Source: an optimization exercise on an open RTL-to-GDS flow (aim: small area, a short achievable clock period and few clock cycles). Production flows keep margins and buffers that such runs may drop. At most, simulation tests tie the RTL to the original design; equivalence was not proved. Power figures rest on the tool's default switching activity, not on a simulated workload.

==> 12-18: inputs <==
// dci_serializer
module dci_serializer (
    input  wire        clk,
    input  wire        rst,         
    input  wire        cmd_valid,
    output wire        cmd_ready,
    input  wire [31:0] cmd_data,
    input  wire [3:0]  rd_idx,
    output reg  [31:0] rd_data,
    output reg         done
);
export LEC_CHECK = 0
export CAP_MARGIN = 20
export CORE_MARGIN = 2
export CORE_UTILIZATION = 30
export CTS_CLUSTER_DIAMETER = 90
export CTS_CLUSTER_SIZE = 30
export PLACE_DENSITY = 0.45
export SLEW_MARGIN = 20
create_clock -name core_clock -period 14.0 [get_ports {clk}]
standard.sh (not shown) runs the stock make flow with config.mk's settings and CLKGATE_MAP_FILE= SYNTH_SCRIPT=/design/flow/synth_recipe.tcl, a recipe that flattens the netlist after the stock synthesis.
==> flow/flow/run.sh <==
#!/bin/bash
# The standard layout, with repair_timing asked for 6.5 ns of setup slack and
# sky130_fd_sc_hd__buf_2 as the port buffer (every port still gets one).
# The clock, its period and the I/O constraints are the standard flow's, unchanged.
set -euo pipefail
bash standard.sh SETUP_SLACK_MARGIN=6.5 "BUFFER_PORTS_ARGS=-buffer_cell sky130_fd_sc_hd__buf_2" finish > make_finish.log 2>&1
==> 05-15: changes against 12-18 <==
--- a/flow/design.v
+++ b/flow/design.v
@@ -545,22 +545,25 @@
                 end
                 default: ;
             endcase
         end
     end
-    wire       rd_acc = (rd_idx[3:2] == 2'd1);
-    wire       rd_out = (rd_idx[3:2] == 2'd2);
-    wire       rd_b1  = (rd_acc & acc_ptr) | (rd_out & out_ptr);
-    wire       rd_b0  = (rd_acc & ~acc_ptr) | (rd_out & ~out_ptr);
-    wire [3:0] rd_w   = 4'b0001 << rd_idx[1:0];
-    wire [3:0] rd_s   = (rd_idx[3:2] == 2'd0) ? rd_w : 4'd0;
-    integer    rj;
+    wire [3:0]  rd_dec = 4'b0001 << rd_idx[1:0];
+    reg  [31:0] rd_w0, rd_w1, rd_ws;
+    integer     rj;
     always @* begin
-        rd_data = ({32{rd_s[0]}} & {29'd0, out_valid, acc_final, fault}) |
-                  ({32{rd_s[1] & fault}} & {12'd0, pfield, opc, 4'd0, pcause}) |
-                  ({32{rd_s[2]}} & {24'd0, acc_len}) |
-                  ({32{rd_s[3]}} & {24'd0, out_len});
-        for (rj = 0; rj < 4; rj = rj + 1)
-            rd_data = rd_data | ({32{rd_b0 & rd_w[rj]}} & bank0[127 - 32 * rj -: 32]) |
-                                ({32{rd_b1 & rd_w[rj]}} & bank1[127 - 32 * rj -: 32]);
+        rd_w0 = 32'd0;
+        rd_w1 = 32'd0;
+        for (rj = 0; rj < 4; rj = rj + 1) begin
+            rd_w0 = rd_w0 | ({32{rd_dec[rj]}} & bank0[127 - 32 * rj -: 32]);
+            rd_w1 = rd_w1 | ({32{rd_dec[rj]}} & bank1[127 - 32 * rj -: 32]);
+        end
+        rd_ws = ({32{rd_dec[0]}} & {29'd0, out_valid, acc_final, fault}) |
+                ({32{rd_dec[1] & fault}} & {12'd0, pfield, opc, 4'd0, pcause}) |
+                ({32{rd_dec[2]}} & {24'd0, acc_len}) |
+                ({32{rd_dec[3]}} & {24'd0, out_len});
     end
+    wire        rd_s0 = rd_idx[3] ? (~rd_idx[2] & ~out_ptr) : (rd_idx[2] & ~acc_ptr);
+    wire        rd_s1 = rd_idx[3] ? (~rd_idx[2] &  out_ptr) : (rd_idx[2] &  acc_ptr);
+    wire        rd_ss = ~rd_idx[3] & ~rd_idx[2];
+    always @* rd_data = ({32{rd_s0}} & rd_w0) | ({32{rd_s1}} & rd_w1) | ({32{rd_ss}} & rd_ws);
 endmodule
==> flow/flow/run.sh (replaced) <==
#!/bin/bash
# The standard layout, with repair_timing asked for 7.0 ns of setup slack and
# sky130_fd_sc_hd__buf_2 as the port buffer (every port still gets one).
# The clock, its period and the I/O constraints are the standard flow's, unchanged.
set -euo pipefail
bash standard.sh SETUP_SLACK_MARGIN=7.0 "BUFFER_PORTS_ARGS=-buffer_cell sky130_fd_sc_hd__buf_2" finish > make_finish.log 2>&1
Settings changed: CAP_MARGIN 20 to 10, SLEW_MARGIN 20 to 10.
==> run notes <==
Die X-Extent=276.1 um; cell-internal power=between 1500 and 2000 uW; worst r2r src=nrb[4]$_DFFE_PP_; Seq pwr share=51.1%; outcome=no timing/DRC/antenna violations
The numbers above come from 12-18.

==> run notes <==
routing usage on met3=roughly 2.0%; cell-internal power=1688 uW; worst r2r src=nrb[2]$_DFFE_PP_; outcome=no timing/DRC/antenna violations; Seq pwr share=between 50% and 60%
The numbers above come from 05-15.

Testbench counts of 05-15, summed over its fixed seeds: cycles 15,879.
Only the layout flow was run in 12-18; the RTL was not checked for function there.

-- what the ideal ports hide --
In the flow no input, the clock included, has a driving cell. The finished layouts below were timed again as built, in two steps. Step 1: set_driving_cell puts a clkbuf_16 on clk and a buf_2 on each other input, an assumption about the parent block. Step 2 moves the port delays by t, midway between the first and last clock arrival at a register: inputs arrive t later, outputs are due t later. That takes back most of the time a late clock gives input paths. Three values: no drivers, after step 1, after step 2; two values: the first two.
run	shift t [ns]	slack for setup (ns)	hold slack, ns	worst register clock-pin slew, ns	cell pins on the clock port's net
12-18	0.653	6.590 / 6.530 / 6.530	0.464 / 0.464 / 0.464	0.12 / 0.12	1
05-15	0.659	6.980 / 6.816 / 6.816	0.459 / 0.459 / 0.459	0.11 / 0.11	1
After both steps setup and hold are still met in every run listed. The setup slack of 05-15, which loses most, moves by -0.164 ns with the drivers and by -0.164 ns with both steps.
